Source: an optimization exercise on an open RTL-to-GDS flow (aim: small area, a short achievable clock period and few clock cycles). Production flows keep margins and buffers that such runs may drop.
In this exercise RTL edits were held to simulation tests only and were not proved equivalent to the original.
Power is estimated from default activity; no workload was simulated.

[flow/config.mk]
export PLATFORM = sky130hd
export DESIGN_NAME = ia_cpu
export DESIGN_NICKNAME = ia_cpu
export VERILOG_FILES = /design/flow/design.v
export SDC_FILE = /design/flow/constraint.sdc
export NUM_CORES = 4
export LEC_CHECK = 0
export CAP_MARGIN = 20
export CORE_MARGIN = 2
export CORE_UTILIZATION = 65
export PLACE_DENSITY = 0.72
export SETUP_SLACK_MARGIN = 2.0
export SLEW_MARGIN = 20
export SYNTH_HIERARCHICAL = 1
export TNS_END_PERCENT = 5
[flow/constraint.sdc]
create_clock -name core_clock -period 8.0 [get_ports {clk}]
set_input_delay 1.6000 -clock core_clock [delete_from_list [all_inputs] [get_ports {clk}]]
set_output_delay 1.6000 -clock core_clock [all_outputs]
set_load 0.01 [all_outputs]
[flow/design.v]
module ia_alu (
    input  wire [2:0] op,
    input  wire [7:0] a,       
    input  wire [7:0] x,       
    output reg  [7:0] r,
    output wire       c,
    output wire       v,
    output reg        z,
    output wire       n
);
    wire       sub = op[0];
    wire [7:0] y   = sub ? ~x : x;
    wire [8:0] s   = {1'b0, a} + {1'b0, y} + {8'd0, sub};
    wire       x0  = (x == 8'h00);
    wire       x80 = (x == 8'h80);
    assign c = s[8] & ~(sub & x0);
    assign v = (sub & x80) ? a[7] : ((a[7] == y[7]) && (s[7] != a[7]));
    wire [7:0] ax   = a ^ x;
    wire [7:0] aox  = a | x;
    wire       zadd = ~ax[0] && (ax[7:1] == aox[6:0]);
    always @(*) begin
        case (op)
            3'd0: begin r = s[7:0]; z = zadd; end
            3'd1: begin r = s[7:0]; z = (a == x); end
            3'd2: begin r = a & x;  z = ((a & x) == 8'h00); end
            3'd3: begin r = a | x;  z = (aox == 8'h00); end
            3'd4: begin r = a ^ x;  z = (ax == 8'h00); end
            default: begin r = ~a;  z = (a == 8'hff); end
        endcase
    end
    assign n = r[7];
endmodule
module ia_mem (
    input  wire       clk,
    input  wire       we,
    input  wire [5:0] waddr,
    input  wire [7:0] wdata,
    input  wire [5:0] raddr,
    output wire [7:0] rdata
);
    reg [7:0] mem [0:63];
    always @(posedge clk)
        if (we) mem[waddr] <= wdata;
    assign rdata = mem[raddr];
endmodule
module ia_cpu (
    input  wire       clk,
    input  wire       rst,           
    input  wire       load_we,       
    input  wire [7:0] load_addr,     
    input  wire [7:0] load_data,
    output wire [7:0] mem_rdata,     
    input  wire       start,         
    output wire       halted,
    output wire       fault,
    output wire [7:0] acc,
    output wire [7:0] pc,
    output wire [3:0] status,        
    output wire       out_valid,
    output wire [7:0] out_data,
    input  wire       out_ready,
    input  wire       in_valid,
    input  wire [7:0] in_data,
    output wire       in_ready
);
    localparam [1:0] S_IDLE = 2'd0, S_RUN = 2'd1, S_HALT = 2'd2;
    localparam [1:0] C_M = 2'd0, C_I = 2'd1, C_O = 2'd2;
    reg [1:0]  run;
    reg        fault_r;
    reg [1:0]  cyc;          
    reg [7:0]  pc_r;         
    reg [7:0]  acc_r;
    reg [3:0]  st;           
    reg [13:0] ir;           
    reg        irv;          
    reg [13:0] ib;           
    reg        ibv;          
    reg [3:0]  oop;          
    reg        oload;        
    reg [5:0]  ra0, ra1, ra2, ra3;   
    reg [1:0]  wsel;         
    reg [1:0]  osel;         
    reg        pfj;          
    reg        pw_v;         
    reg [7:0]  pw_a, pw_d;
    wire running = (run == S_RUN);
    wire cm = (cyc == C_M);
    wire ci = (cyc == C_I);
    wire co = (cyc == C_O);
    wire [5:0] rd0 = running ? ra0 : load_addr[7:2];
    wire [5:0] rd1 = running ? ra1 : load_addr[7:2];
    wire [5:0] rd2 = running ? ra2 : load_addr[7:2];
    wire [5:0] rd3 = running ? ra3 : load_addr[7:2];
    wire [7:0] q0, q1, q2, q3;
    ia_mem u_b0 (.clk(clk), .we(pw_v && pw_a[1:0] == 2'd0), .waddr(pw_a[7:2]), .wdata(pw_d), .raddr(rd0), .rdata(q0));
    ia_mem u_b1 (.clk(clk), .we(pw_v && pw_a[1:0] == 2'd1), .waddr(pw_a[7:2]), .wdata(pw_d), .raddr(rd1), .rdata(q1));
    ia_mem u_b2 (.clk(clk), .we(pw_v && pw_a[1:0] == 2'd2), .waddr(pw_a[7:2]), .wdata(pw_d), .raddr(rd2), .rdata(q2));
    ia_mem u_b3 (.clk(clk), .we(pw_v && pw_a[1:0] == 2'd3), .waddr(pw_a[7:2]), .wdata(pw_d), .raddr(rd3), .rdata(q3));
    function [7:0] pick(input [1:0] s, input [7:0] a0, input [7:0] a1, input [7:0] a2, input [7:0] a3);
        case (s)
            2'd0: pick = a0;
            2'd1: pick = a1;
            2'd2: pick = a2;
            default: pick = a3;
        endcase
    endfunction
    wire [7:0] wb0 = pick(wsel,        q0, q1, q2, q3);
    wire [7:0] wb1 = pick(wsel + 2'd1, q0, q1, q2, q3);
    wire [7:0] wb2 = pick(wsel + 2'd2, q0, q1, q2, q3);
    wire [7:0] wb3 = pick(wsel + 2'd3, q0, q1, q2, q3);
    wire [7:0] ob  = pick(running ? osel : load_addr[1:0], q0, q1, q2, q3);
    assign mem_rdata = ob;
    reg [5:0] ra_w;
    always @(*) begin
        case (pw_a[1:0])
            2'd0: ra_w = ra0;
            2'd1: ra_w = ra1;
            2'd2: ra_w = ra2;
            default: ra_w = ra3;
        endcase
    end
    wire [7:0] pc_r1  = pc_r + 8'd1;
    wire rd_haz = pw_v && (ra_w == pw_a[7:2]);                     
    wire [7:0] pc_r2  = pc_r + 8'd2;
    wire [7:0] pc_r3  = pc_r + 8'd3;
    wire ir_haz = pw_v && ci && (pw_a == pc_r || pw_a == pc_r1 ||   
                                 (ibv && !pfj && (pw_a == pc_r2 || pw_a == pc_r3)));
    wire hold   = rd_haz || ir_haz;                                
    wire [13:0] mi   = {wb0, wb1[5:0]};
    wire [3:0]  op   = cm ? mi[13:10] : (ci ? ir[13:10] : oop);
    wire [1:0]  md   = cm ? mi[9:8]   : (ci ? ir[9:8]   : 2'b00);
    wire [7:0]  opnd = cm ? mi[7:0]   : ir[7:0];
    wire no_opnd  = (op == 4'd5) || (op >= 4'd13);
    wire bad      = !co && md[1];
    wire ind      = !co && md[0] && !no_opnd;    
    wire is_alu   = (op <= 4'd5);
    wire is_read  = (op == 4'd6);
    wire is_write = (op == 4'd7);
    wire is_goto  = (op == 4'd8);
    wire is_br    = (op >= 4'd9) && (op <= 4'd12);
    wire is_out   = (op == 4'd13);
    wire is_in    = (op == 4'd14);
    wire is_end   = (op == 4'd15);
    wire [1:0] br_sel   = op[1:0] - 2'd1;    
    wire       br_taken = st[br_sel];
    wire to_o = !bad && ((cm && (ind || is_read)) ||
                         (ci && ind && is_read) ||
                         (co && is_read && !oload));
    wire [7:0] x = (cm || (ci && !ind)) ? opnd : ob;
    wire ld   = !bad && !to_o && is_read;      
    wire done = !bad && !to_o;                 
    wire stall = (is_out && !out_ready) || (is_in && !in_valid);
    wire [7:0] alu_r;
    wire       alu_c, alu_v, alu_z, alu_n;
    ia_alu u_alu (.op(op[2:0]), .a(acc_r), .x(x),
                  .r(alu_r), .c(alu_c), .v(alu_v), .z(alu_z), .n(alu_n));
    wire [7:0] seq  = co ? pc_r : pc_r + 8'd2;      
    wire       jump = done && (is_goto || (is_br && br_taken));
    wire        usesop  = ci && (ind || is_read);
    wire        h0_ok   = !usesop || !(osel == wsel || osel == wsel + 2'd1);
    wire        h1_ok   = !usesop ||  (osel == wsel || osel == wsel + 2'd1);
    wire [13:0] h0      = {wb0, wb1[5:0]};
    wire [13:0] h1      = {wb2, wb3[5:0]};
    wire        from_ib = ci && !pfj && ibv;
    wire [13:0] ir_new  = cm ? h1 : (ci ? (from_ib ? ib : h0) : ir);
    wire        ir_ok   = cm ? !jump :
                          (ci ? ((pfj == jump) && (from_ib || h0_ok)) : (irv && !jump));
    wire [13:0] ib_new  = ci ? (from_ib ? h0 : h1) : ib;
    wire        ib_ok   = ci ? (from_ib ? h0_ok : h1_ok) : (co && ibv);
    wire [3:0] nop      = ir_new[13:10];
    wire       n_noop   = (nop == 4'd5) || (nop >= 4'd13);
    wire       n_useop  = !ir_new[9] && ((ir_new[8] && !n_noop) || nop == 4'd6);
    wire [7:0] na       = ir_new[7:0];
    wire [1:0] nbsel    = nop[1:0] - 2'd1;
    wire       n_pfj    = (ir_new[9:8] == 2'b00) &&
                          ((nop == 4'd8) || ((nop >= 4'd9) && (nop <= 4'd12) && st[nbsel]));
    function [23:0] win(input [7:0] t);
        reg [5:0] i0, i1;
        begin
            i0 = t[7:2];
            i1 = t[7:2] + 6'd1;
            win = {(t[1:0] > 2'd3) ? i1 : i0,        
                   (t[1:0] > 2'd2) ? i1 : i0,        
                   (t[1:0] > 2'd1) ? i1 : i0,        
                   (t[1:0] > 2'd0) ? i1 : i0};       
        end
    endfunction
    wire [7:0]  t_m   = jump ? x : seq;
    wire [7:0]  t_b   = (ci && pfj) ? ir[7:0] : seq;
    wire [7:0]  t_f   = ib_ok ? t_b + 8'd4 : t_b + 8'd2;
    wire [7:0]  t_i   = n_pfj ? na : t_f;
    wire [23:0] win_m = win(t_m);
    wire [23:0] win_i = win(t_i);
    wire [7:0] oa = cm ? opnd : ob;
    wire cpu_we = running && !hold && !stall && done && is_write;
    always @(posedge clk) begin
        if (rst) begin
            run     <= S_IDLE;
            fault_r <= 1'b0;
            cyc     <= C_M;
            pc_r    <= 8'd0;
            acc_r   <= 8'd0;
            st      <= 4'd0;
            ra0 <= 6'd0; ra1 <= 6'd0; ra2 <= 6'd0; ra3 <= 6'd0;
            wsel    <= 2'd0;
            osel    <= 2'd0;
            pw_v    <= 1'b0;
        end else begin
            pw_v <= cpu_we || ((run == S_IDLE) && load_we);
            pw_a <= running ? x : load_addr;
            pw_d <= running ? acc_r : load_data;
            if (run == S_IDLE) begin
                if (start) begin
                    run  <= S_RUN;
                    cyc  <= C_M;
                    ra0 <= 6'd0; ra1 <= 6'd0; ra2 <= 6'd0; ra3 <= 6'd0;
                    wsel <= 2'd0;
                end
            end else if (running && ir_haz) begin
                cyc  <= C_M;
                wsel <= pc_r[1:0];
                {ra3, ra2, ra1, ra0} <= win(pc_r);
            end else if (running && !rd_haz && !stall) begin
                if (bad) begin
                    run     <= S_HALT;
                    fault_r <= 1'b1;
                    pc_r    <= seq;
                end else if (done && is_end) begin
                    run     <= S_HALT;
                    pc_r    <= seq;
                end else begin
                    if (done && is_alu) begin
                        acc_r <= alu_r;
                        if (op[2:1] == 2'b00) st <= {alu_c, alu_v, alu_n, alu_z};
                        else                  st[1:0] <= {alu_n, alu_z};
                    end
                    if (done && is_in) acc_r <= in_data;
                    if (ld) acc_r <= ob;
                    ir  <= ir_new;
                    irv <= ir_ok;
                    ib  <= ib_new;
                    ibv <= ib_ok;
                    if (to_o) begin
                        cyc   <= C_O;
                        pc_r  <= seq;
                        oop   <= op;
                        oload <= cm ? !ind : 1'b1;
                        osel  <= oa[1:0];
                        ra0 <= oa[7:2]; ra1 <= oa[7:2]; ra2 <= oa[7:2]; ra3 <= oa[7:2];
                    end else if (!ir_ok) begin
                        cyc   <= C_M;
                        pc_r  <= t_m;
                        wsel  <= t_m[1:0];
                        {ra3, ra2, ra1, ra0} <= win_m;
                    end else begin
                        cyc   <= C_I;
                        pc_r  <= t_m;
                        pfj   <= n_pfj;
                        wsel  <= t_i[1:0];
                        osel  <= na[1:0];
                        ra0 <= (n_useop && na[1:0] == 2'd0) ? na[7:2] : win_i[5:0];
                        ra1 <= (n_useop && na[1:0] == 2'd1) ? na[7:2] : win_i[11:6];
                        ra2 <= (n_useop && na[1:0] == 2'd2) ? na[7:2] : win_i[17:12];
                        ra3 <= (n_useop && na[1:0] == 2'd3) ? na[7:2] : win_i[23:18];
                    end
                end
            end
        end
    end
    wire go = running && !hold;
    assign halted    = (run == S_HALT);
    assign fault     = fault_r;
    assign acc       = acc_r;
    assign pc        = pc_r;
    assign status    = st;
    assign out_valid = go && ((cm && mi[13:9] == 5'b11010) || (ci && ir[13:9] == 5'b11010));
    assign out_data  = acc_r;
    assign in_ready  = go && ((cm && mi[13:9] == 5'b11100) || (ci && ir[13:9] == 5'b11100));
endmodule
[flow/run.sh]
#!/bin/bash
# synth_recipe.tcl (not shown) runs the flow's synth.tcl, then flattens the netlist and writes it again
# the make line also repeats each setting of config.mk as NAME=value (left out here)
make -C /OpenROAD-flow-scripts/flow DESIGN_CONFIG=/design/flow/config.mk WORK_HOME=/design/flow/orfs CLKGATE_MAP_FILE= SYNTH_SCRIPT=/design/flow/synth_recipe.tcl finish
==> results of run 1 <==
==> state kept, by name, indices dropped and copies added, names as in the netlist, 2 cells and up <==
signal and count:
u_b0.mem 512, u_b1.mem 512, u_b2.mem 512, u_b3.mem 512, ib 14, ir 14
acc_r 8, pc_r 8, pw_a 8, pw_d 8, ra0 6, ra1 6
ra2 6, ra3 6, oop 4, st 4, cyc 2, osel 2
run 2, wsel 2
==> logic make-up (layout without fill, tap and decap cells) <==
group / after synthesis / in the layout / share of synthesized area, %
AOI/OAI and AO/OA: 676 / 676 / 5.29
xor gates and xnor gates: 102 / 102 / 0.967
adders and majority gates: 46 / 46 / 0.631
buffers and inverters: 363 / 1193 / 2.30
DFF: 2154 / 2154 / 69.5
muxes: 719 / 719 / 15.3
other: 0 / 1 / 0
and+or+nand+nor: 1203 / 1206 / 6.07
==> layout make-up <==
class / count / area, sq um
Fill cell: 8026 / 33700
Inverter: 68 / 292
Tap cell: 1890 / 2360
Clock buffer: 245 / 5340
Timing Repair Buffer: 752 / 7100
Antenna cell: 1 / 2.50
Clock inverter: 128 / 1140
Multi-Input combinational cell: 2749 / 27200
Sequential cell: 2154 / 64100
==> synthesized netlist by cell type, types with 74 or more instances <==
cell         n
a21oi_1    113
buf_4       74
clkbuf_1    94
edfxtp_1  2100
mux2_2      76
mux2i_1    109
mux4_2     486
nand2_1    304
nand3_1     80
nor2_1     471
nor2b_1     94
o21ai_0    102
o22ai_1     74
==> critical path, cell delays in order <==
cell             delay (ns)
clkdlybuf4s50_1        0.47
nand2_2                0.17
nand2_1                0.22
buf_4                  0.43
nand2_1                0.15
a2111oi_1              0.65
nor4_1                 0.15
o221ai_1               0.10
o21ai_1                0.09
buf_4                  0.17
buf_4                  0.14
mux4_2                 0.59
dlygate4sd2_1          0.35
==> what timing repair did <==
item | CTS | global route
gates cloned | 8 | 0
buffers inserted | 86 | 27
resized for setup | 240 | 66
pin swaps | 32 | 39
setup endpoints to repair | 99 | 98
==> worst paths after layout <==
| check | startpoint | to | slack [ns] | depth (start not counted) |
|---|---|---|---|---|
| worst max register to register | run[0]$_SDFFE_PP0P_ | acc_r[6]$_SDFFE_PP0P_ | 1.24 | 32 |
| worst max-delay path | load_addr[5] | mem_rdata[6] | 1.08 | 13 |
| worst min register to register | ra2[3]$_SDFFE_PP0P_ | ra2[3]$_SDFFE_PP0P_ | 0.56 | 2 |
| worst min-delay path | ra2[3]$_SDFFE_PP0P_ | ra2[3]$_SDFFE_PP0P_ | 0.56 | 2 |
==> layout by cell type (no fill, tap or decap), types with 40 or more instances in the layout <==
cell             instances
dfxtp_1                 53
mux4_2                 493
inv_1                   54
mux2i_1                 95
o21ai_0                 88
o221ai_1                41
o22ai_1                 45
xnor2_1                 58
a21oi_1                103
clkbuf_16              208
nor2_1                 462
clkinv_2                42
nor2b_1                 92
clkdlybuf4s50_1         54
nand2_1                272
clkinv_1                52
edfxtp_1              2100
xor2_1                  43
ha_1                    42
nand2b_1                43
nand3_1                 70
buf_4                  557
buf_6                   48
a211oi_1                40
buf_12                  69
mux2_2                  74
==> Yosys stat by module, one instance, submodules excluded <==
module	cell area (sq um)	flops+latches	cells
ia_alu	1480	0	203
ia_cpu	10500	106	1284
ia_mem	20100	512	944
==> routing by layer <==
| metal | vias to the layer above | GRT usage, % |
|---|---|---|
| met5 | - | 0 |
| met4 | 2 | 12.5 |
| met3 | 535 | 7.45 |
| met2 | 3833 | 54.9 |
| met1 | 28400 | 53.0 |
| li1 | 22600 | - |
==> power by group through the flow <==
| stage | Clock [mW] | Sequential (mW) | Combinational [mW] |
|---|---|---|---|
| final | 9.48 | 13.4 | 17.9 |
| after global routing | 9.94 | 13.4 | 18.7 |
| after CTS | 9.51 | 13.4 | 17.1 |
| after detailed placement | 0 | 13.6 | 16.1 |
| after global placement | 0 | 13.6 | 16.0 |
| after floorplan | 0 | 13.8 | 9.06 |
==> stage by stage <==
stage	area (sq um)	power [mW]	setup TNS [ns]	hold slack [ns]
floorplan	92500	22.9	0	0.440
global placement	98700	29.6	0	0.508
detailed placement	98700	29.7	-0.113	0.510
CTS	107000	39.9	0	0.537
global route	108000	42.0	0	0.559
finish	108000	40.8	0	0.556
==> impl_metrics.toml, run 1 <==
[placed_design]
dp.cells = 7491
dp_worst_setup_slack_ns = -0.0349
io_buffers = 69
gp_congestion = 1.03
dp_hpwl_mm = 164

[setup_path]
path_max_fanout = 28
worstPathRequired_ns = 6.40
arrival_ns = 5.32
crit_path_start_kind = "input pin"
worstSetupPathType = "input pin to primary output"
cp-end-kind = "primary output"

[die]
die_x_um = 381
rows = 138
core_area_sq_um = 141000
die_area_sq_um = 145000
initial_core_util_pct = 65.4
ios = 70
dieHeight_um = 381

[pwr]
seq_power_share_pct = 32.8
p_int_mw = 26.1
vdd_drop_max_uv = 322
clkPwrFrac_pct = 23.2
swShare_pct = 36.1
pwr-share-comb_pct = 44.0
p_sw_mw = 14.7
p_leak_nw = 35.3
powerDensity_nw_per_um2 = 379

[logic_synthesis]
ys_warn_count = 9
synth_nets = 5339
syn_avg_cell_area_sq_um = 17.5
ys.flop_type = "edfxtp_1"
synth_top_area_share_pct = 68.3
ys_seq_elements = 2154
synth_top_area_cell = "edfxtp_1"
synth.distinct_cells = 119
ys_seq_area_share_pct = 69.5
synth_area_leaders = "edfxtp_1, mux4_2, nor2_1"
syn_inst = 5263
ys_async_sr_fraction_pct = 0
syn_area_sq_um = 92300
synth_edf_count = 2100

[clock_network]
numCtsBuffers = 205
cts_tree = "built"
clk_pin_slew_ns = 0.06
clk-insertion-delay-late_ns = 0.86
root_buffer = "clkbuf_16"
htree_num_levels = 4
cts_buffer_depth = 3
numClockSinks = 2154
hold_buffers = 0

[drt]
drt_wl_total_mm = 260
wl_met2_mm = 121
wl_per_cell_um = 32.6
routed.top_layer = "met5"
wl_met1_mm = 99.4
via_count = 55400
drt_iter0_drc = 8573
first_pass_iters = 10
ant_nets = 0
vias_per_cell = 6.94
route.met3.wl_mm = 29.9
drc = 0

[sta]
relSlewSlack_pct = 23.0
rsz0062_at_grt = "true"
finalCritPeriodShare_pct = 86.5
max_freq_mhz = 144
drv_slew = 0
finClkSkew_ns = 0.0433
final_hold_viol_count = 0
period_minus_slack_ns = 6.92
tightestPinTransition_ns = 1.14
setup_violations = 0
fin_ws_ns = 1.08

[outcome]
outcome = "complete, no violations"

[global_routing]
grt_overflow = 0
grt_max_degree = 201
grt_pass1_wl_mm = 377
grt_pass1_vias = 54100
track_usage_pct = 36.1
antenna_found_initial = 6

[finish]
drive_gt1_share_pct = 29.6
final_core_util_pct = 76.2
synthToLayoutAreaGrowth_pct = 16.5
nets = 6006
layout.cells.non_filler = 7987

[run]
drv_cap = 0

[hold_path]
hp-class = "flop to flop"
Testbench counts, summed over its fixed seeds: cycles 42,656.
==> run 2, diff against run 1 <==
==> flow/flow/run.sh (new file) <==
#!/bin/bash
# The standard layout, with the port buffers made from sky130 buf_4 cells
# (which timing repair may then resize) instead of the flow's default pick.
set -euo pipefail
export BUFFER_PORTS_ARGS="-buffer_cell sky130_fd_sc_hd__buf_4"
bash standard.sh synth > synth.log 2>&1
bash standard.sh floorplan > floorplan.log 2>&1
bash standard.sh place > place.log 2>&1
bash standard.sh cts > cts.log 2>&1
bash standard.sh finish > finish.log 2>&1
==> flow/standard.sh (new file) <==
#!/bin/bash
# synth_recipe.tcl (not shown) runs the flow's synth.tcl, then flattens the netlist and writes it again
# the make line also repeats each setting of config.mk as NAME=value (left out here)
make -C /OpenROAD-flow-scripts/flow DESIGN_CONFIG=/design/flow/config.mk WORK_HOME=/design/flow/orfs CLKGATE_MAP_FILE= SYNTH_SCRIPT=/design/flow/synth_recipe.tcl "${@:-finish}"
--- a/flow/config.mk
+++ b/flow/config.mk
@@ -9,4 +9,4 @@
 export CORE_MARGIN = 2
-export CORE_UTILIZATION = 65
-export PLACE_DENSITY = 0.72
+export CORE_UTILIZATION = 55
+export PLACE_DENSITY = 0.65
 export SETUP_SLACK_MARGIN = 2.0
removed: flow/run.sh
==> run 2 against run 1 <==
Net effect: combinational power fell by 6%; synthesized cell count did not move; non-clock buffer count fell by 211; largest cell class unchanged; total power fell by 2.1%; die area rose by 18%; clock power rose by 3.4%; sequential power barely moved; global-route usage fell by 6.6 points; still clean on timing, DRC and antenna; count of clock-buffer cells in the layout rose by 34; critical path depth rose by 18.
==> impl_metrics.toml, run 2 <==
[global_routing]
grt_use_met1_pct = 42.8
track_usage_pct = 29.4
met3_usage_pct = 6.22
antenna_found_initial = 2
grt-busiest-layer = "met2"
grt_pass1_vias = 51100
grt_overflow = 0
grt_util_met2_pct = 44.7
grt_pass1_wl_mm = 362
grt_max_degree = 209

[setup_path]
crit_family = "compound AO/OA/AOI/OAI gates"
slowest_delay_ns = 0.39
crit_buf_inv = 11
arrival_ns = 7.52
crit_path_start_kind = "input pin"
cp-end-kind = "flop"
cpMaxStageDelayCell = "mux2i_2"
path_max_fanout = 15
path_common_cell = "buf_4"
worstSetupPathType = "input pin to flop"
worstPathRequired_ns = 8.70

[sta]
setup_violations = 0
final_hold_viol_count = 0
rsz0062_at_grt = "true"
fin_ws_ns = 1.18
tns_ns = 0
finalCritPeriodShare_pct = 85.3
finClkSkew_ns = 0.0426
drv_slew = 0
relSlewSlack_pct = 31.1
period_minus_slack_ns = 6.82
max_freq_mhz = 147
tightestPinTransition_ns = 1.03

[logic_synthesis]
synth_edf_count = 2100
synth_compound_area_share_pct = 5.29
ys_seq_elements = 2154
synth_xor_area_share_pct = 0.967
synth_top_area_cell = "edfxtp_1"
ys.flop_type = "edfxtp_1"
synthMostInstantiatedCell = "edfxtp_1"
synth_top_area_share_pct = 68.3
synth_nets = 5339
synth_common_cells = "edfxtp_1, mux4_2, nor2_1"
ys_warn_count = 9
syn_area_sq_um = 92300
syn_avg_cell_area_sq_um = 17.5
ys_seq_area_share_pct = 69.5
synth_top_family_by_area = "multiplexers"
ys_async_sr_fraction_pct = 0
synth-simple-area-share_pct = 6.07
muxShareOfSynthArea_pct = 15.3
syn_inst = 5263
synth_area_leaders = "edfxtp_1, mux4_2, nor2_1"
synth_fa_ha_area_share_pct = 0.631
synth.distinct_cells = 119

[die]
die_x_um = 414
ios = 70
initial_core_util_pct = 55.3
dieHeight_um = 414
die_area_sq_um = 171000
core_area_sq_um = 167000
rows = 150

[drt]
drc = 0
wl_per_cell_um = 31.1
drt_iter0_drc = 6996
ant_nets = 0
drt_wl_total_mm = 252
via_count = 52600
first_pass_iters = 10
vias_per_cell = 6.50

[finish]
final_common_cell = "edfxtp_1"
nets = 5801
layout.cells.non_filler = 8104
n_fill_cell = 11800
final_area_sq_um = 106000
synthToLayoutAreaGrowth_pct = 15.2
diodes = 0
drive_gt1_share_pct = 27.6
most-common-layout-cells = "edfxtp_1, mux4_2, nor2_1, buf_4, nand2_1"

[clock_network]
hold_buffers = 0
numClockSinks = 2154
cts_buffer_depth = 3
clk_pin_slew_ns = 0.06
numCtsBuffers = 211
root_buffer = "clkbuf_16"
clk-insertion-delay-late_ns = 0.88
cts_tree = "built"
htree_num_levels = 4

[placed_design]
place_area_sq_um = 97200
io_buffers = 69
gp_congestion = 0.980
dp_worst_setup_slack_ns = 0.0255
dp.cells = 7602
dp_hpwl_mm = 162

[run]
drv_cap = 0

[hold_path]
hp-class = "flop to flop"

[pwr]
powerDensity_nw_per_um2 = 376
p_leak_nw = 34.4
vdd_drop_max_uv = 315
total_power_mw = 39.9

[outcome]
outcome = "complete, no violations"
-- run 2: cell types whose count changed in the layout (fill, tap and decap cells not counted), sizes merged, moves of 3 or more --
cell           before  now
buf               687  533
clkdlybuf4s50      54    0
clkbuf            245  282
clkinv            103   80
clkdlybuf4s15       3    0
inv                66   69
-- run 2: worst paths after layout --
path / start / to / slack (ns) / depth (start not counted)
setup / recovery: load_addr[2] / ra2[4]$_SDFFE_PP0P_ / 1.18 / 31
hold / removal: ra2[0]$_SDFFE_PP0P_ / ra2[0]$_SDFFE_PP0P_ / 0.54 / 2
setup reg to reg: run[1]$_SDFFE_PP0P_ / ra2[4]$_SDFFE_PP0P_ / 1.30 / 28
hold reg to reg: ra2[0]$_SDFFE_PP0P_ / ra2[0]$_SDFFE_PP0P_ / 0.54 / 2
-- run 2: cell type report --
class / instances / area, sq um / area share (%)
multi-input cells: 2749 / 27200 / 25.5
repair buffers: 541 / 5210 / 4.90
clock inverters: 109 / 1070 / 1.01
inverters: 68 / 289 / 0.272
clock buffers: 279 / 5710 / 5.37
flip-flops and latches: 2154 / 64100 / 60.3
well taps: 2204 / 2760 / 2.59
-- run 2: repair_timing --
item / 4_1_cts / 5_1_grt
buffers inserted: 56 / 43
gates resized for setup: 168 / 80
pin swaps: 35 / 55
endpoints found under the hold margin: 0 / 0
endpoints found under the setup margin: 102 / 98
gates cloned: 10 / 3
-- run 2: modules after synthesis, one instance, submodules excluded --
module	area, sq um	cells	copies in the design	flip-flops and latches
ia_mem	20100	944	4	512
ia_cpu	10500	1284	1	106
ia_alu	1480	203	1	0
-- run 2: power breakdown --
group | internal, mW | switching, mW
logic | 6.80 | 10.0
registers | 13.1 | 0.265
clock network | 5.59 | 4.20
total | 25.5 | 14.5
-- run 2: routing by layer --
metal | share of wire, % | wire (um)
met1 | 41 | 103000
met2 | 46 | 117000
met3 | 9.3 | 23300
met4 | 3.5 | 8800
met5 | 0.0052 | 13
-- run 2: logic make-up (layout without fill, tap and decap cells) --
kind of cell | Yosys count | in the layout
buffers and inverters | 363 | 997
adders and majority gates | 46 | 46
and+or+nand+nor | 1203 | 1206
DFF | 2154 | 2154
xor gates and xnor gates | 102 | 102
muxes | 719 | 719
AOI/OAI and AO/OA | 676 | 676
-- run 2: stage by stage --
| step | hold WS, ns | utilization, % |
|---|---|---|
| floorplan | 0.440 | - |
| global placement | 0.499 | 58.2 |
| detailed placement | 0.496 | 58.2 |
| CTS | 0.504 | 63.2 |
| global route | 0.538 | 63.7 |
| finish | 0.535 | 63.7 |
-- run 2: worst reg2reg max path: cells and delay by family (launching register included) --
family / cells / cell delay, ns
AOI/OAI and AO/OA: 12 / 2.37
and+or+nand+nor: 7 / 1.60
buffers and inverters: 6 / 1.11
muxes: 2 / 0.74
DFF: 1 / 0.38
adders and majority gates: 1 / 0.32
==> run 3, diff against run 2 <==
--- a/flow/config.mk
+++ b/flow/config.mk
@@ -9,4 +9,4 @@
 export CORE_MARGIN = 2
-export CORE_UTILIZATION = 55
-export PLACE_DENSITY = 0.65
+export CORE_UTILIZATION = 65
+export PLACE_DENSITY = 0.72
 export SETUP_SLACK_MARGIN = 2.0
==> run 3 against run 2 <==
Net effect: still clean; sequential share of layout area up 0.32 points; critical path depth fell by 15; final cell count fell by 3.9%; final area is 0.53% lower; critical endpoint is now mem_rdata[1]; largest cell class unchanged.
==> impl_metrics.toml, run 3 <==
[pwr]
vdd_drop_max_uv = 288
p_int_mw = 25.5
pwr-share-comb_pct = 42.7
p_leak_nw = 34.3
p_sw_mw = 14.7
seq_power_share_pct = 33.3
total_power_mw = 40.2
clkPwrFrac_pct = 24.0
swShare_pct = 36.6
powerDensity_nw_per_um2 = 380

[logic_synthesis]
synthMostInstantiatedCell = "edfxtp_1"
syn_area_sq_um = 92300
ys_seq_elements = 2154
synth_area_leaders = "edfxtp_1, mux4_2, nor2_1"
syn_avg_cell_area_sq_um = 17.5
synth_common_cells = "edfxtp_1, mux4_2, nor2_1"
syn_inst = 5263
synth_nets = 5339
ys_warn_count = 9
ys.flop_type = "edfxtp_1"
synth_edf_count = 2100
synth_top_area_share_pct = 68.3
ys_seq_area_share_pct = 69.5
synth_top_area_cell = "edfxtp_1"
ys_async_sr_fraction_pct = 0
synth.distinct_cells = 119

[setup_path]
worstSetupPathType = "input pin to primary output"
cp-end-kind = "primary output"
path_max_fanout = 7
crit_path_start_kind = "input pin"
arrival_ns = 5.24
worstPathRequired_ns = 6.40

[drt]
drt_iter0_drc = 8195
ant_nets = 0
drt_wl_total_mm = 256
drc = 0
first_pass_iters = 11
via_count = 54200
wl_per_cell_um = 32.9
vias_per_cell = 6.96

[clock_network]
root_buffer = "clkbuf_16"
cts_buffer_depth = 3
cts_tree = "built"
numClockSinks = 2154
htree_num_levels = 4
clk-insertion-delay-late_ns = 0.86
clk_pin_slew_ns = 0.06
hold_buffers = 0
numCtsBuffers = 207

[die]
die_area_sq_um = 145000
rows = 138
ios = 70
initial_core_util_pct = 65.4
die_x_um = 381
dieHeight_um = 381
core_area_sq_um = 141000

[placed_design]
dp_hpwl_mm = 162
gp_congestion = 1.01
dp_worst_setup_slack_ns = -0.115
dp.cells = 7295
io_buffers = 69

[finish]
nets = 5810
drive_gt1_share_pct = 28.0
ff_latch_area_sq_um = 64100
layout.cells.non_filler = 7788
synthToLayoutAreaGrowth_pct = 14.6
multi_input_area_sq_um = 27200
final_common_cell = "edfxtp_1"
most-common-layout-cells = "edfxtp_1, mux4_2, nor2_1, buf_4, nand2_1"
n_fill_cell = 8327
final_core_util_pct = 74.9

[sta]
whs_ns = 0.508
relSlewSlack_pct = 22.9
setup_violations = 0
period_minus_slack_ns = 6.84
finalCritPeriodShare_pct = 85.5
max_freq_mhz = 146
drv_slew = 0
finClkSkew_ns = 0.0544
rsz0062_at_grt = "true"
fin_ws_ns = 1.16
tightestPinTransition_ns = 1.15
final_hold_viol_count = 0

[run]
drv_cap = 0

[outcome]
outcome = "complete, no violations"

[global_routing]
track_usage_pct = 35.3
grt_pass1_wl_mm = 370
grt_pass1_vias = 52900
grt_overflow = 0
antenna_found_initial = 4
grt_max_degree = 193

[hold_path]
hp-class = "flop to flop"
[run 3: critical path, cell delays in order]
cell	delay, ns
buf_12	0.11
nand2_8	0.17
nand2_8	0.12
buf_12	0.17
buf_4	0.14
clkbuf_16	0.15
buf_4	0.13
buf_4	0.12
mux4_2	0.46
mux4_2	0.57
o22ai_4	0.22
nand3_1	0.10
buf_4	0.20
mux4_2	0.58
buf_4	0.22
buf_4	0.15
[run 3: cells by family (layout without fill, tap and decap cells)]
family,after synthesis,in the layout,share of synthesized area [%]
adder cells (fa/ha/maj),46,46,0.631
buffers and inverters,363,995,2.30
other,0,1,0
multiplexers,719,719,15.3
flip-flops,2154,2154,69.5
AND/OR/NAND/NOR,1203,1205,6.07
XOR/XNOR,102,102,0.967
AO/OA/AOI/OAI,676,676,5.29
[run 3: path summary, 6_finish.rpt]
check / start / endpoint / slack [ns] / depth (start not counted)
hold / removal: ra2[0]$_SDFFE_PP0P_ / ra2[0]$_SDFFE_PP0P_ / 0.51 / 2
setup / recovery: load_addr[2] / mem_rdata[1] / 1.16 / 16
setup reg to reg: run[0]$_SDFFE_PP0P_ / ra2[2]$_SDFFE_PP0P_ / 1.33 / 30
hold reg to reg: ra2[0]$_SDFFE_PP0P_ / ra2[0]$_SDFFE_PP0P_ / 0.51 / 2
[run 3: modules after synthesis, one instance, submodules excluded]
module | flops+latches | times used | area (sq um)
ia_mem | 512 | 4 | 20100
ia_alu | 0 | 1 | 1480
ia_cpu | 106 | 1 | 10500
[run 3: per-stage QoR]
step	setup TNS (ns)	instance area, sq um
floorplan	0	92500
finish	0	106000
global route	0	106000
detailed placement	-0.461	96800
global placement	0	96800
CTS	0	105000
[run 3: area by class of cell]
type                       count  area share [%]
antenna                        1         0.00237
clock buffer                 246            5.10
clock inverter               126            1.20
inverter                      68           0.276
multi-input combinational   2748            25.7
sequential                  2154            60.6
tap                         1890            2.24
timing repair buffer         555            4.82
[run 3: power by group through the flow]
stage | Clock, mW | Combinational (mW) | Sequential [mW]
2_1_floorplan | 0 | 9.06 | 13.8
3_3_place_gp | 0 | 14.9 | 13.6
3_5_place_dp | 0 | 14.9 | 13.6
4_1_cts | 9.69 | 15.9 | 13.4
5_1_grt | 10.1 | 17.9 | 13.4
6_report | 9.65 | 17.2 | 13.4
[run 3: per-layer routing]
metal  global-route usage (%)  part of all wire [%]  vias to the layer above  wire (um)
met5                    0.595                 0.054                        -        138
met1                     53.2                    39                    27900     100000
met3                     6.15                    11                      538      27200
li1                         -                     -                    22200          -
met2                     53.4                    46                     3590     119000
met4                     12.0                   3.9                        4       9870
[run 3: repair_timing]
item,in CTS,in global routing
resized for setup,142,110
setup endpoints to repair,102,96
gates cloned,9,1
pin swaps,40,58
setup buffers,60,49
==> run 4, diff against run 3 <==
--- a/flow/config.mk
+++ b/flow/config.mk
@@ -7,2 +7,3 @@
 export LEC_CHECK = 0
+export ABC_CLOCK_PERIOD_IN_PS = 5000
 export CAP_MARGIN = 20
==> run 4 against run 3 <==
Net effect: still clean on timing, DRC and antenna; final area stayed put; count of clock-buffer cells in the layout stayed put; synthesized cell count stayed put; setup slack stayed put; critical path depth stayed put; core utilization stayed put; global-route usage stayed put; clock power hardly changed; first-iteration DRC count stayed put; sequential power hardly changed; die area stayed put; critical endpoint unchanged.
==> impl_metrics.toml, run 4 <==
[pwr]
powerDensity_nw_per_um2 = 380
swShare_pct = 36.6
clkPwrFrac_pct = 24.0
total_power_mw = 40.2
vdd_drop_max_uv = 288
pwr-share-comb_pct = 42.7
p_sw_mw = 14.7
p_int_mw = 25.5
seq_power_share_pct = 33.3
p_leak_nw = 34.3

[logic_synthesis]
ys_seq_area_share_pct = 69.5
synth_edf_count = 2100
ys.flop_type = "edfxtp_1"
syn_inst = 5263
syn_avg_cell_area_sq_um = 17.5
synthMostInstantiatedCell = "edfxtp_1"
ys_async_sr_fraction_pct = 0
synth_top_area_share_pct = 68.3
ys_seq_elements = 2154
synth_area_leaders = "edfxtp_1, mux4_2, nor2_1"
synth_top_area_cell = "edfxtp_1"
synth.distinct_cells = 119
synth_nets = 5339
synth_common_cells = "edfxtp_1, mux4_2, nor2_1"
syn_area_sq_um = 92300
ys_warn_count = 9

[clock_network]
clk-insertion-delay-late_ns = 0.86
root_buffer = "clkbuf_16"
clk_pin_slew_ns = 0.06
cts_tree = "built"
numCtsBuffers = 207
cts_buffer_depth = 3
htree_num_levels = 4
hold_buffers = 0
numClockSinks = 2154

[global_routing]
grt_pass1_vias = 52900
grt_overflow = 0
track_usage_pct = 35.3
grt_util_met2_pct = 53.4
grt_use_met1_pct = 53.2
grt_pass1_wl_mm = 370
grt-busiest-layer = "met2"
antenna_found_initial = 4
met3_usage_pct = 6.15
grt_max_degree = 193

[sta]
tightestPinTransition_ns = 1.15
max_freq_mhz = 146
relSlewSlack_pct = 22.9
period_minus_slack_ns = 6.84
drv_slew = 0
finClkSkew_ns = 0.0544
finalCritPeriodShare_pct = 85.5
setup_violations = 0
tns_ns = 0
final_hold_viol_count = 0
rsz0062_at_grt = "true"

[finish]
synthToLayoutAreaGrowth_pct = 14.6
nets = 5810
n_fill_cell = 8327
final_common_cell = "edfxtp_1"
most-common-layout-cells = "edfxtp_1, mux4_2, nor2_1, buf_4, nand2_1"
final_area_sq_um = 106000
drive_gt1_share_pct = 28.0

[die]
core_area_sq_um = 141000
die_area_sq_um = 145000
rows = 138
die_x_um = 381
initial_core_util_pct = 65.4
ios = 70
dieHeight_um = 381

[setup_path]
worstPathRequired_ns = 6.40
slowest_delay_ns = 0.58
worstSetupPathType = "input pin to primary output"
path_common_cell = "buf_4"
path_max_fanout = 7
cpMaxStageDelayCell = "mux4_2"
arrival_ns = 5.24
crit_chain = "buf_12, nand2_8, nand2_8, buf_12, buf_4, clkbuf_16, buf_4, buf_4, mux4_2, mux4_2, o22ai_4, nand3_1, buf_4, mux4_2, buf_4, buf_4"
crit_buf_inv = 9
cp-end-kind = "primary output"
crit_family = "multiplexers"
crit_path_start_kind = "input pin"

[drt]
drt_iter0_drc = 8195
drt_wl_total_mm = 256
vias_per_cell = 6.96
via_count = 54200
ant_nets = 0
drc = 0
first_pass_iters = 11
wl_per_cell_um = 32.9

[run]
drv_cap = 0

[hold_path]
hp-class = "flop to flop"

[placed_design]
dp_hpwl_mm = 162
place_area_sq_um = 96800
gp_congestion = 1.01
io_buffers = 69

[outcome]
outcome = "complete, no violations"
-- run 4: timing repair --
item | 4_1_cts | 5_1_grt
resized for setup | 142 | 110
pin swaps | 40 | 58
setup endpoints to repair | 102 | 96
buffers inserted | 60 | 49
cloned | 9 | 1
-- run 4: layout make-up --
class | count | area (sq um) | area share (%)
Clock buffer | 246 | 5390 | 5.10
Timing Repair Buffer | 555 | 5100 | 4.82
Inverter | 68 | 292 | 0.276
Sequential cell | 2154 | 64100 | 60.6
Clock inverter | 126 | 1270 | 1.20
Multi-Input combinational cell | 2748 | 27200 | 25.7
Antenna cell | 1 | 2.50 | 0.00237
Tap cell | 1890 | 2360 | 2.24
-- run 4: modules after synthesis, one instance, submodules excluded --
module / area (sq um) / times used / flops+latches / cells
ia_alu: 1480 / 1 / 0 / 203
ia_cpu: 10500 / 1 / 106 / 1284
ia_mem: 20100 / 4 / 512 / 944
-- run 4: path summary, 6_finish.rpt --
check	start	end	slack, ns	depth (start not counted)
min reg2reg	ra2[0]$_SDFFE_PP0P_	ra2[0]$_SDFFE_PP0P_	0.51	2
min	ra2[0]$_SDFFE_PP0P_	ra2[0]$_SDFFE_PP0P_	0.51	2
max reg2reg	run[0]$_SDFFE_PP0P_	ra2[2]$_SDFFE_PP0P_	1.33	30
max	load_addr[2]	mem_rdata[1]	1.16	16
-- run 4: worst reg2reg max path, delay by kind of cell, from the launching register on --
| family | cells | cell delay, ns |
|---|---|---|
| multiplexers | 3 | 1.35 |
| XOR/XNOR | 1 | 0.07 |
| adder cells (fa/ha/maj) | 2 | 0.41 |
| buffers and inverters | 7 | 1.04 |
| flip-flops | 1 | 0.35 |
| AND/OR/NAND/NOR | 4 | 0.60 |
| AO/OA/AOI/OAI | 13 | 2.76 |
-- run 4: logic make-up (layout without fill, tap and decap cells) --
| kind of cell | after synthesis | after routing | share of synthesized area [%] |
|---|---|---|---|
| DFF | 2154 | 2154 | 69.5 |
| and+or+nand+nor | 1203 | 1205 | 6.07 |
| muxes | 719 | 719 | 15.3 |
| AOI/OAI and AO/OA | 676 | 676 | 5.29 |
| buffers and inverters | 363 | 995 | 2.30 |
| xor gates and xnor gates | 102 | 102 | 0.967 |
| adders and majority gates | 46 | 46 | 0.631 |
| other | 0 | 1 | 0 |
-- run 4: per-layer routing --
layer  share of wire [%]  wire (um)  vias up
met2                  46     119000     3590
li1                    -          -    22200
met4                 3.9       9870        4
met5               0.054        138        -
met1                  39     100000    27900
met3                  11      27200      538
-- run 4: stage by stage --
stage	utilization [%]	worst slack (ns)	instances	hold slack (ns)
after floorplan	-	1.17	5263	0.440
after global placement	68.5	0.0878	7294	0.483
after detailed placement	68.5	-0.115	7295	0.495
after CTS	74.2	1.38	7736	0.503
after global routing	74.9	1.07	7788	0.515
final	74.9	1.16	7788	0.508
-- run 4: power groups by stage --
stage,clock network (mW),logic (mW),registers [mW]
2_1_floorplan,0,9.06,13.8
3_3_place_gp,0,14.9,13.6
3_5_place_dp,0,14.9,13.6
4_1_cts,9.69,15.9,13.4
5_1_grt,10.1,17.9,13.4
6_report,9.65,17.2,13.4
==> run 5, diff against run 4 <==
--- a/flow/config.mk
+++ b/flow/config.mk
@@ -7,3 +7,2 @@
 export LEC_CHECK = 0
-export ABC_CLOCK_PERIOD_IN_PS = 5000
 export CAP_MARGIN = 20
@@ -11,2 +10,3 @@
 export CORE_UTILIZATION = 65
+export GPL_TIMING_DRIVEN = 0
 export PLACE_DENSITY = 0.72
==> run 5 against run 4 <==
Net effect: wire length increased by 2.1%; final area rose by 0.96%; sequential power barely moved; combinational power decreased by 3%; worst hold slack lost 0.031 ns; synthesized cell count unchanged; setup slack worse by 0.30 ns; maximum frequency is 4.2% lower; clock power increased by 0.5%; core utilization up 0.72 points; critical path type is now input pin to flop; highest routed layer unchanged.
==> impl_metrics.toml, run 5 <==
[outcome]
outcome = "complete, no violations"

[placed_design]
place_area_sq_um = 97300
gp_congestion = 1.02
io_buffers = 69
dp_hpwl_mm = 177

[drt]
drt_iter0_drc = 8852
first_pass_iters = 10
vias_per_cell = 7.02
via_count = 54800
wl_per_cell_um = 33.4
ant_nets = 0
drt_wl_total_mm = 261
drc = 0

[clock_network]
htree_num_levels = 4
cts_buffer_depth = 3
numClockSinks = 2154
clk_pin_slew_ns = 0.06
root_buffer = "clkbuf_16"
cts_tree = "built"
hold_buffers = 0
clk-insertion-delay-late_ns = 0.85
numCtsBuffers = 206

[die]
die_x_um = 381
ios = 70
die_area_sq_um = 145000
dieHeight_um = 381
initial_core_util_pct = 65.4
rows = 138
core_area_sq_um = 141000

[setup_path]
worstSetupPathType = "input pin to flop"
cp.depth = 29
crit_start = "load_addr[6]"
cp-end-kind = "flop"
r2r-start = "run[1]$_SDFFE_PP0P_"
arrival_ns = 7.87
path_max_fanout = 10
worstSetupEndpoint = "ra2[2]$_SDFFE_PP0P_"
crit_path_start_kind = "input pin"
timing.rr.end = "ra2[2]$_SDFFE_PP0P_"
worstPathRequired_ns = 8.73
reg2reg_slack_ns = 0.97
cpMaxStageDelayCell = "nand2b_1"
ff2ff_path_depth = 30
crit_buf_inv = 4
crit_family = "compound AO/OA/AOI/OAI gates"
slowest_delay_ns = 0.45

[run]
drv_cap = 0

[finish]
final_area_sq_um = 107000
diodes = 0
synthToLayoutAreaGrowth_pct = 15.7
nets = 5822
final_common_cell = "edfxtp_1"
drive_gt1_share_pct = 27.6
most-common-layout-cells = "edfxtp_1, mux4_2, nor2_1, nand2_1, buf_4"

[logic_synthesis]
synth_top_area_cell = "edfxtp_1"
synth_edf_count = 2100
syn_area_sq_um = 92300
syn_avg_cell_area_sq_um = 17.5
synth_area_leaders = "edfxtp_1, mux4_2, nor2_1"
ys_seq_area_share_pct = 69.5
synth_nets = 5339
synthMostInstantiatedCell = "edfxtp_1"
syn_inst = 5263
ys_async_sr_fraction_pct = 0
ys_seq_elements = 2154
ys_warn_count = 9
synth.distinct_cells = 119
synth_common_cells = "edfxtp_1, mux4_2, nor2_1"
ys.flop_type = "edfxtp_1"
synth_top_area_share_pct = 68.3

[sta]
finClkSkew_ns = 0.0332
setup_violations = 0
period_minus_slack_ns = 7.14
finalCritPeriodShare_pct = 89.3
final_hold_viol_count = 0
rsz0062_at_grt = "true"
max_freq_mhz = 140
drv_slew = 0
whs_ns = 0.478
relSlewSlack_pct = 15.7
tightestPinTransition_ns = 1.26

[global_routing]
grt_overflow = 0
grt_pass1_wl_mm = 373
grt_pass1_vias = 53300
grt_max_degree = 29
antenna_found_initial = 6
track_usage_pct = 36.0

[pwr]
p_int_mw = 25.0
pwr-share-comb_pct = 42.0
swShare_pct = 37.1
vdd_drop_max_uv = 332
powerDensity_nw_per_um2 = 372
p_sw_mw = 14.8
seq_power_share_pct = 33.6
p_leak_nw = 34.5
clkPwrFrac_pct = 24.4

[hold_path]
hp-class = "flop to flop"
## run 5: kinds of logic (layout without fill, tap and decap cells)
| family | Yosys count | count (layout) | share of synthesized area [%] |
|---|---|---|---|
| and+or+nand+nor | 1203 | 1203 | 6.07 |
| buffers and inverters | 363 | 1027 | 2.30 |
| DFF | 2154 | 2154 | 69.5 |
| adders and majority gates | 46 | 46 | 0.631 |
| muxes | 719 | 719 | 15.3 |
| xor gates and xnor gates | 102 | 102 | 0.967 |
| AOI/OAI and AO/OA | 676 | 676 | 5.29 |
## run 5: metrics by stage
stage          util [%]  power, mW  cells  setup TNS (ns)  setup slack (ns)
2_1_floorplan         -       22.9   5263               0              1.17
3_3_place_gp       67.5       27.6   7222          -87.82             -2.24
3_5_place_dp       68.9       27.8   7322          -66.68             -2.05
4_1_cts            75.3       38.9   7793               0              1.18
5_1_grt            75.6       40.8   7817               0             0.813
6_report           75.6       39.7   7817               0             0.858
## run 5: what timing repair did
action,4_1_cts,5_1_grt
endpoints found under the hold margin,0,0
setup endpoints to repair,138,97
setup buffers,82,24
resized for setup,427,42
pin swaps,78,25
## run 5: final cells by class
class	instances	area [sq um]
timing repair buffer	275	3220
inverter	68	310
sequential	2154	64100
clock inverter	137	1310
tap	1890	2360
clock buffer	252	5420
multi-input combinational	2746	27300
fill	8158	34400
buffer	295	2750
## run 5: power groups by stage
stage | clock network, mW | registers (mW) | logic [mW]
2_1_floorplan | 0 | 13.8 | 9.06
3_3_place_gp | 0 | 14.4 | 13.3
3_5_place_dp | 0 | 13.6 | 14.3
4_1_cts | 9.71 | 13.3 | 15.9
5_1_grt | 10.1 | 13.3 | 17.3
6_report | 9.70 | 13.3 | 16.7
## run 5: worst min path at each step
| stage | from | end | slack, ns | cells past startpoint |
|---|---|---|---|---|
| after floorplan | ra2[0]$_SDFFE_PP0P_ | ra2[0]$_SDFFE_PP0P_ | 0.44 | 2 |
| after global placement | ra2[0]$_SDFFE_PP0P_ | ra2[0]$_SDFFE_PP0P_ | 0.46 | 2 |
| after detailed placement | ra2[0]$_SDFFE_PP0P_ | ra2[0]$_SDFFE_PP0P_ | 0.47 | 2 |
| after CTS | ra2[0]$_SDFFE_PP0P_ | ra2[0]$_SDFFE_PP0P_ | 0.48 | 2 |
| after global routing | ra2[0]$_SDFFE_PP0P_ | ra2[0]$_SDFFE_PP0P_ | 0.52 | 2 |
| final | ra2[0]$_SDFFE_PP0P_ | ra2[0]$_SDFFE_PP0P_ | 0.48 | 2 |
## run 5: tightest hold or removal path, stage by stage (launching register included)
cell,delay (ns)
dfxtp_1,0.32
nand2_1,0.05
o21ai_1,0.05
## run 5: Yosys stat by module (local to each module, per instance)
| module | copies in the design | cell area, sq um | flip-flops and latches | cells |
|---|---|---|---|---|
| ia_alu | 1 | 1480 | 0 | 203 |
| ia_mem | 4 | 20100 | 512 | 944 |
| ia_cpu | 1 | 10500 | 106 | 1284 |
## run 5: routing by layer
metal  share of wire, %  routed length [um]  up-vias  global-route usage, %
li1                   -                   -    22300                      -
met1                 38               99700    28000                   53.5
met2                 44              116000     3936                   52.3
met3                 13               33300      675                   8.89
met4                4.7               12200        6                   14.0
met5              0.014                  36        -                      0
==> run 6, diff against run 5 <==
--- a/flow/config.mk
+++ b/flow/config.mk
@@ -10,5 +10,4 @@
 export CORE_UTILIZATION = 65
-export GPL_TIMING_DRIVEN = 0
 export PLACE_DENSITY = 0.72
-export SETUP_SLACK_MARGIN = 2.0
+export SETUP_SLACK_MARGIN = 3.0
 export SLEW_MARGIN = 20
==> run 6 against run 5 <==
Net effect: core utilization down 0.80 points; combinational power about the same; critical endpoint is now mem_rdata[1]; largest cell class unchanged; setup slack better by 0.37 ns.
==> impl_metrics.toml, run 6 <==
[pwr]
total_power_mw = 40.1
p_sw_mw = 14.6
powerDensity_nw_per_um2 = 379
p_leak_nw = 34.2
p_int_mw = 25.5
clkPwrFrac_pct = 24.2
vdd_drop_max_uv = 320
swShare_pct = 36.4
seq_power_share_pct = 33.4
pwr-share-comb_pct = 42.4

[clock_network]
clk-insertion-delay-late_ns = 0.86
numCtsBuffers = 205
hold_buffers = 0
htree_num_levels = 4
cts_buffer_depth = 3
cts_tree = "built"
clk_pin_slew_ns = 0.06
root_buffer = "clkbuf_16"
numClockSinks = 2154

[drt]
ant_nets = 0
drc = 0
drt_wl_total_mm = 255
first_pass_iters = 8
vias_per_cell = 6.94
wl_per_cell_um = 32.9
via_count = 53800
drt_iter0_drc = 8199

[logic_synthesis]
synth_top_area_cell = "edfxtp_1"
ys_seq_elements = 2154
ys_seq_area_share_pct = 69.5
synth_edf_count = 2100
ys.flop_type = "edfxtp_1"
ys_warn_count = 9
synth_common_cells = "edfxtp_1, mux4_2, nor2_1"
syn_avg_cell_area_sq_um = 17.5
synth_area_leaders = "edfxtp_1, mux4_2, nor2_1"
syn_area_sq_um = 92300
ys_async_sr_fraction_pct = 0
synth_top_area_share_pct = 68.3
synth.distinct_cells = 119
synthMostInstantiatedCell = "edfxtp_1"
syn_inst = 5263
synth_nets = 5339

[sta]
tns_ns = 0
finClkSkew_ns = 0.0475
drv_slew = 0
relSlewSlack_pct = 20.9
max_freq_mhz = 148
setup_violations = 0
finalCritPeriodShare_pct = 84.7
final_hold_viol_count = 0
rsz0062_at_grt = "true"
fin_ws_ns = 1.23
whs_ns = 0.532
tightestPinTransition_ns = 1.17
period_minus_slack_ns = 6.77

[finish]
drive_gt1_share_pct = 27.8
synthToLayoutAreaGrowth_pct = 14.5
most-common-layout-cells = "edfxtp_1, mux4_2, nor2_1, buf_4, nand2_1"
diodes = 0
final_area_sq_um = 106000
layout.cells.non_filler = 7745
final_core_util_pct = 74.8
nets = 5757
final_common_cell = "edfxtp_1"

[setup_path]
worstPathRequired_ns = 6.40
cpMaxStageDelayCell = "mux4_2"
worstSetupPathType = "input pin to primary output"
crit_buf_inv = 7
crit_chain = "buf_12, nand2_8, nand2_8, buf_4, buf_12, buf_4, buf_4, mux4_2, mux4_2, o22ai_1, nand3_1, mux4_2, buf_4, buf_4"
path_common_cell = "buf_4"
path_max_fanout = 8
slowest_delay_ns = 0.60
arrival_ns = 5.17
cp-end-kind = "primary output"
crit_family = "multiplexers"
crit_path_start_kind = "input pin"

[global_routing]
antenna_found_initial = 3
track_usage_pct = 35.3
grt_max_degree = 184
grt_pass1_vias = 52900
grt_overflow = 0
grt_pass1_wl_mm = 369

[run]
drv_cap = 0

[outcome]
outcome = "complete, no violations"

[die]
die_x_um = 381
initial_core_util_pct = 65.4
core_area_sq_um = 141000
dieHeight_um = 381
die_area_sq_um = 145000
ios = 70
rows = 138

[hold_path]
hp-class = "flop to flop"

[placed_design]
io_buffers = 69
dp_hpwl_mm = 160
place_area_sq_um = 96600
dp.cells = 7270
gp_congestion = 1.02
dp_worst_setup_slack_ns = -0.00377
-- run 6: path summary, 6_finish.rpt --
check | from | endpoint | slack [ns] | depth (start not counted)
max | load_addr[2] | mem_rdata[1] | 1.23 | 14
min | ra2[2]$_SDFFE_PP0P_ | ra2[2]$_SDFFE_PP0P_ | 0.53 | 2
max reg2reg | run[0]$_SDFFE_PP0P_ | acc_r[4]$_SDFFE_PP0P_ | 1.40 | 30
min reg2reg | ra2[2]$_SDFFE_PP0P_ | ra2[2]$_SDFFE_PP0P_ | 0.53 | 2
-- run 6: power groups by stage --
stage                     logic (mW)  clock network [mW]  registers, mW
after global routing            17.8                10.2           13.4
after CTS                       16.0                9.75           13.4
after floorplan                 9.07                   0           13.8
after detailed placement        14.9                   0           13.6
after global placement          14.9                   0           13.6
final                           17.0                9.68           13.4
-- run 6: cells by family (layout without fill, tap and decap cells) --
kind of cell,count (synthesis),count (layout),synth area share [%]
adder cells (fa/ha/maj),46,46,0.631
multiplexers,719,719,15.3
flip-flops,2154,2154,69.5
AND/OR/NAND/NOR,1203,1209,6.07
buffers and inverters,363,949,2.30
AO/OA/AOI/OAI,676,676,5.29
XOR/XNOR,102,102,0.967
-- run 6: what timing repair did --
| item | in CTS | in global routing |
|---|---|---|
| gates cloned | 14 | 1 |
| endpoints found under the setup margin | 125 | 113 |
| resized for setup | 206 | 95 |
| setup buffers | 53 | 25 |
| endpoints found under the hold margin | 0 | 0 |
| pin swaps | 41 | 49 |
-- run 6: Yosys stat by module, one instance, submodules excluded --
| module | cell area, sq um | cells inside | times used | flops+latches |
|---|---|---|---|---|
| ia_alu | 1480 | 203 | 1 | 0 |
| ia_cpu | 10500 | 1284 | 1 | 106 |
| ia_mem | 20100 | 944 | 4 | 512 |
-- run 6: metal layers --
layer	routed length [um]	global-route usage, %
met1	98600	51.5
met4	10200	13.1
met5	54	0
met2	118000	53.3
met3	27800	7.94
-- run 6: worst register-to-register path, delay by kind of cell (launching register included) --
| family | cells | cell delay [ns] |
|---|---|---|
| xor gates and xnor gates | 1 | 0.17 |
| and+or+nand+nor | 5 | 0.91 |
| adders and majority gates | 1 | 0.28 |
| muxes | 4 | 1.23 |
| DFF | 1 | 0.42 |
| AOI/OAI and AO/OA | 12 | 2.50 |
| buffers and inverters | 7 | 1.00 |
-- run 6: layout make-up --
class                   instances  area, sq um
clock buffers                 247         5320
clock inverters               134         1380
fillers                      8271        35600
inverters                      68          292
multi-input cells            2752        27400
flip-flops and latches       2154        64100
well taps                    1890         2360
repair buffers                500         4770
==> run 7, diff against run 6 <==
--- a/flow/config.mk
+++ b/flow/config.mk
@@ -14,2 +14,2 @@
 export SYNTH_HIERARCHICAL = 1
-export TNS_END_PERCENT = 5
+export TNS_END_PERCENT = 10
==> run 7 against run 6 <==
Net effect: wire length decreased by 1.1%; flip-flop and latch count unchanged; setup slack improved by 0.054 ns; largest cell class unchanged.
==> impl_metrics.toml, run 7 <==
[logic_synthesis]
synth_top_area_cell = "edfxtp_1"
synthMostInstantiatedCell = "edfxtp_1"
synth_common_cells = "edfxtp_1, mux4_2, nor2_1"
synth_top_area_share_pct = 68.3
synth_edf_count = 2100
ys_warn_count = 9
ys_seq_elements = 2154
syn_avg_cell_area_sq_um = 17.5
ys.flop_type = "edfxtp_1"
ys_async_sr_fraction_pct = 0
synth_nets = 5339
syn_area_sq_um = 92300
synth_area_leaders = "edfxtp_1, mux4_2, nor2_1"
synth.distinct_cells = 119
syn_inst = 5263
ys_seq_area_share_pct = 69.5

[finish]
final_area_sq_um = 106000
final_core_util_pct = 75.0
layout.cells.non_filler = 7805
most-common-layout-cells = "edfxtp_1, mux4_2, buf_4, nor2_1, nand2_1"
n_fill_cell = 8191
ff_latch_area_sq_um = 64100
final_common_cell = "edfxtp_1"
nets = 5815
multi_input_area_sq_um = 27300
drive_gt1_share_pct = 28.0
synthToLayoutAreaGrowth_pct = 14.8

[clock_network]
root_buffer = "clkbuf_16"
numClockSinks = 2154
numCtsBuffers = 208
clk-insertion-delay-late_ns = 0.85
hold_buffers = 0
clk_pin_slew_ns = 0.06
cts_tree = "built"
cts_buffer_depth = 3
htree_num_levels = 4

[setup_path]
r2r-start = "run[1]$_SDFFE_PP0P_"
ff2ff_path_depth = 29
path_max_fanout = 13
arrival_ns = 5.12
cp-end-kind = "primary output"
timing.rr.end = "ra2[2]$_SDFFE_PP0P_"
crit_path_start_kind = "input pin"
worstSetupPathType = "input pin to primary output"
reg2reg_slack_ns = 1.33
worstPathRequired_ns = 6.40

[drt]
vias_per_cell = 6.94
ant_nets = 0
drt_wl_total_mm = 252
drt_iter0_drc = 8251
via_count = 54100
first_pass_iters = 9
wl_per_cell_um = 32.3
drc = 0

[sta]
period_minus_slack_ns = 6.72
drv_slew = 0
fin_ws_ns = 1.28
final_hold_viol_count = 0
finalCritPeriodShare_pct = 84.0
rsz0062_at_grt = "true"
relSlewSlack_pct = 23.4
whs_ns = 0.532
tightestPinTransition_ns = 1.15
setup_violations = 0
finClkSkew_ns = 0.0520
max_freq_mhz = 149

[die]
dieHeight_um = 381
die_x_um = 381
die_area_sq_um = 145000
rows = 138
initial_core_util_pct = 65.4
ios = 70
core_area_sq_um = 141000

[global_routing]
grt_max_degree = 201
grt_pass1_vias = 53000
track_usage_pct = 34.9
grt_overflow = 0
grt_pass1_wl_mm = 367
antenna_found_initial = 10

[pwr]
p_leak_nw = 34.4
powerDensity_nw_per_um2 = 376
vdd_drop_max_uv = 333

[hold_path]
hp-class = "flop to flop"
hp-start = "ra1[5]$_SDFFE_PP0P_"
holdPathStages = 1
hold_end = "ra1[5]$_SDFFE_PP0P_"

[placed_design]
gp_congestion = 1.00
dp_hpwl_mm = 160
dp.cells = 7292
dp_worst_setup_slack_ns = -0.158
place_area_sq_um = 96700
io_buffers = 69

[outcome]
outcome = "complete, no violations"

[run]
drv_cap = 0
-- run 7: metrics by stage --
stage / setup TNS, ns / total power, mW
after floorplan: 0 / 22.9
after global placement: -0.0735 / 28.3
after detailed placement: -0.334 / 28.4
after CTS: 0 / 39.3
after global routing: 0 / 41.2
final: 0 / 39.9
-- run 7: critical path, stage by stage --
cell and delay [ns]:
buf_12 0.09, nand2_8 0.11, nand2_8 0.16, buf_4 0.14, buf_12 0.10, buf_16 0.15
buf_6 0.15, mux4_2 0.55, o22ai_1 0.20, o21ai_2 0.12, nand2_1 0.14, o22ai_1 0.10
buf_4 0.21, a222oi_1 0.32, nand2_1 0.11, o21ai_2 0.10, buf_6 0.14, nand3_4 0.08
nor3_2 0.19, o21a_1 0.18, buf_6 0.13
-- run 7: where the power goes --
| part | switching [mW] | leakage [nW] | internal, mW |
|---|---|---|---|
| Combinational | 10.0 | 11.7 | 6.80 |
| Sequential | 0.293 | 19.4 | 13.1 |
| Clock | 4.23 | 3.29 | 5.50 |
| Total | 14.5 | 34.4 | 25.4 |
-- run 7: how the worst max path moves through the flow --
stage	startpoint	endpoint	slack [ns]	cells past startpoint
finish	load_addr[2]	out_valid	1.28	21
CTS	load_addr[2]	acc_r[6]$_SDFFE_PP0P_	1.41	29
floorplan	load_addr[2]	acc_r[7]$_SDFFE_PP0P_	1.17	29
global route	load_addr[2]	ra2[2]$_SDFFE_PP0P_	0.98	31
global placement	load_addr[5]	acc_r[6]$_SDFFE_PP0P_	-0.07	28
detailed placement	load_addr[5]	acc_r[6]$_SDFFE_PP0P_	-0.16	28
-- run 7: routing by layer --
metal  global-route usage [%]  up-vias  part of all wire (%)
met1                     51.5    27800                    39
met4                     13.4       14                   4.2
met2                     51.5     3477                    46
met3                     8.34      603                    11
li1                         -    22300                     -
met5                        0        -                 0.036
-- run 7: area by class of cell --
type	instances	area share, %
clock inverters	123	1.18
clock buffers	261	5.23
flip-flops and latches	2154	60.5
multi-input cells	2751	25.7
well taps	1890	2.23
inverters	68	0.290
repair inverters	2	0.0307
diodes	2	0.00472
repair buffers	554	4.77
-- run 7: what timing repair did --
action                                  4_1_cts  5_1_grt
resized for setup                           220       31
setup buffers                                94       19
pin swaps                                    68       45
endpoints found under the setup margin      132      115
gates cloned                                 13        0
-- run 7: modules after synthesis (local to each module, per instance) --
module  cells  area [sq um]  times used
ia_mem    944         20100           4
ia_cpu   1284         10500           1
ia_alu    203          1480           1
-- run 7: cells by family (layout without fill, tap and decap cells) --
| logic type | count (synthesis) | count (layout) | share of synthesized area [%] |
|---|---|---|---|
| AO/OA/AOI/OAI | 676 | 676 | 5.29 |
| XOR/XNOR | 102 | 102 | 0.967 |
| adder cells (fa/ha/maj) | 46 | 46 | 0.631 |
| buffers and inverters | 363 | 1008 | 2.30 |
| flip-flops | 2154 | 2154 | 69.5 |
| multiplexers | 719 | 719 | 15.3 |
| other | 0 | 2 | 0 |
| AND/OR/NAND/NOR | 1203 | 1208 | 6.07 |

==> re-timing with driven ports <==
The flow's constraints put no driver on any port. The routed layouts listed below were extracted and timed again, unchanged, in two steps. Step 1 assumes that a clkbuf_16 drives the clock port and a buf_2 every other input. Step 2, shift: input delay + t, output delay - t, t = (earliest + latest rising clock arrival at the registers) / 2. This alone moves slack from input paths to output paths. a / b / c = ideal ports / drivers / drivers and shift; a / b = the first two.
run	t, ns	slack for setup (ns)	worst setup path at the end	worst slew at a driven data input, ns	pins driven straight from the clock port
run 1	0.915	1.077 / 0.969 / 0.221	input to register	0.10	1
run 2	0.942	1.179 / 1.149 / 0.271	input to register	0.13	1
run 3	0.922	1.161 / 1.106 / 0.337	input to register	0.10	1
run 4	0.922	1.161 / 1.106 / 0.337	input to register	0.10	1
run 5	0.910	0.858 / 0.910 / 0.000	input to register	0.14	1
run 6	0.922	1.226 / 1.157 / 0.400	input to register	0.13	1
run 7	0.909	1.280 / 1.219 / 0.381	input to register	0.13	1
The setup slack of run 2, which loses most, moves by -0.030 ns with the drivers and by -0.908 ns with both steps.
